This is an optimization exercise on Yosys and OpenROAD, whose aim is small area, a short achievable clock period and few clock cycles, not a production implementation.
In this exercise RTL edits were held to simulation tests only and were not proved equivalent to the original.
Power figures rest on the tool's default switching activity, not on a simulated workload.

Setup of alpha:
## ecu_proto
module ecu_proto (
    input  wire         clk,
    input  wire         rst,
    input  wire [31:0]  now,         
    input  wire         op_valid,
    input  wire         op_proc,     
    input  wire         op_link,     
    input  wire [7:0]   op_byte,     
    output wire         op_ready,
    output reg          frm_valid,
    output reg          frm_link,
    output reg          frm_var,     
    output wire [127:0] frm_data,    
    output reg          err_valid,
    output reg          err_link,
    output reg  [2:0]   err_kind,    
    output reg          tx_valid,
    output reg          tx_link,
    output reg  [7:0]   tx_byte,
    output wire [5:0]   st_cs,       
    output wire [3:0]   st_sel,      
    output wire [15:0]  st_len,      
    output wire [15:0]  st_dcc,      
    output wire [31:0]  st_pkt       
);
    localparam [2:0] EK_OVF = 3'd2;
    reg [31:0] now_q;
    wire busy0, busy1;
    assign op_ready = !(busy0 || busy1);
    wire acc   = op_valid && op_ready;
    wire start = acc && op_proc;
    wire ing0  = acc && !op_proc && !op_link;
    wire ing1  = acc && !op_proc &&  op_link;
    wire         ovf0, ovf1;
    wire         mf0, mf1, me0, me1;
    wire         cn0, cn1, ck_leg, ck_mod;
    reg [3:0] ck1s;
    always @(posedge clk) ck1s <= rst ? 4'd0 : ~ck1s;
    wire ck1 = ck1s[0];
    wire [127:0] ck_win;
  ...
Size in the first run: roughly 16,000 cells after synthesis, roughly 270 I/O pins, about 0.13 mm^2 of cells after synthesis.
clock: 12.0 ns
lec_check: 0
cap_margin: 20
core_margin: 2
core_utilization: 50
slew_margin: 20
synth_hierarchical: 1
standard.sh (not shown) runs the stock make flow with config.mk's settings and CLKGATE_MAP_FILE= SYNTH_SCRIPT=/design/flow/synth_recipe.tcl, a recipe that flattens the netlist after the stock synthesis.
==> flow/flow/run.sh <==
#!/bin/bash
set -euo pipefail
bash standard.sh SETUP_SLACK_MARGIN=6.5 finish > standard.log 2>&1
alpha reached the end of the flow, and the finished layout is clean on the timing, design-rule and antenna checks.
Testbench counts of alpha, summed over its fixed seeds: cycles 146,721.
Modified inputs, beta compared to alpha
==> flow/flow/run.sh <==
#!/bin/bash
set -euo pipefail
bash standard.sh SETUP_SLACK_MARGIN=7 finish > standard.log 2>&1
-- flow/config.mk --
<<< alpha, line 9
export CORE_MARGIN = 2
export CORE_UTILIZATION = 50
export SLEW_MARGIN = 20
>>> beta, line 9
export CORE_MARGIN = 2
export CORE_UTILIZATION = 62
export SLEW_MARGIN = 20
[summary]
Cmp alpha and beta / first-pass GRT wire length / higher: alpha. Note that the routed length on met3 recorded for beta amounts to 1.5 times the value seen in alpha. Looking only at time the worst path needs with I/O delays and setup, and setting everything else aside, the lower value of alpha and beta goes to alpha. For beta, the first element of the critical path was u_l1.u_buf.data[40], unlike alpha, where it was u_l1.u_buf.data[79]. Per the comparison of beta with alpha, cell count decreased by 2.7% relative to the old numbers, required time of the worst setup path increased by 0.03 ns relative to the old numbers, clock-buffer cell count decreased by 46 relative to the old numbers, normalized max-slew margin increased by 12 points relative to the old numbers. Reported net switching power was lower in the run labelled alpha. Number of antenna diodes in beta is 5 below alpha.
#### Input delta (gamma over beta)
==> flow/run.sh (new file) <==
#!/bin/bash
# synth_recipe.tcl (not shown) runs the flow's synth.tcl, then flattens the netlist and writes it again
# the make line also repeats each setting of config.mk as NAME=value (left out here)
make -C /OpenROAD-flow-scripts/flow DESIGN_CONFIG=/design/flow/config.mk WORK_HOME=/design/flow/orfs CLKGATE_MAP_FILE= SYNTH_SCRIPT=/design/flow/synth_recipe.tcl finish
-- flow/config.mk --
<<< beta, line 9
export CORE_MARGIN = 2
export CORE_UTILIZATION = 62
export SLEW_MARGIN = 20
>>> gamma, line 9
export CORE_MARGIN = 2
export CORE_UTILIZATION = 50
export SETUP_SLACK_MARGIN = 5
export SLEW_MARGIN = 20
removed: flow/flow/run.sh
removed: flow/standard.sh
[summary]
- Delta (gamma minus beta): clock period minus final worst setup slack has increased, post-route total power has decreased.
- Proportion of final cell area spent on non-clock buffers for gamma: 3.2 points down relative to beta
- Final cycle utilization of the critical path on gamma is up relative to beta.
- Sequential portion of the cell area (higher): gamma

==> afterwards: timing with drivers on the ports <==
In the flow no input, the clock included, has a driving cell. The finished layouts below were timed again as built, in two steps. Step 1: set_driving_cell puts a clkbuf_16 on clk and a buf_2 on each other input, an assumption about the parent block. Step 2 moves the port delays by t, midway between the first and last clock arrival at a register: inputs arrive t later, outputs are due t later. That takes back most of the time a late clock gives input paths. a / b / c = ideal / step 1 / step 2; a / b = the first two.
| run | t (ns) | slack for setup (ns) | hold slack, ns | worst data-port slew with drivers (ns) | pins driven straight from the clock port |
|---|---|---|---|---|---|
| alpha | 0.978 | 6.460 / 6.453 / 5.683 | 0.452 / 0.452 / 0.452 | 0.06 | 1 |
| beta | 0.993 | 6.378 / 6.378 / 5.949 | 0.453 / 0.453 / 0.453 | 0.08 | 1 |
| gamma | 0.980 | 5.176 / 5.176 / 4.464 | 0.454 / 0.454 / 0.454 | 0.06 | 1 |
After both steps setup and hold are still met in every run listed. The setup slack of alpha, which loses most, moves by -0.007 ns with the drivers and by -0.777 ns with both steps.
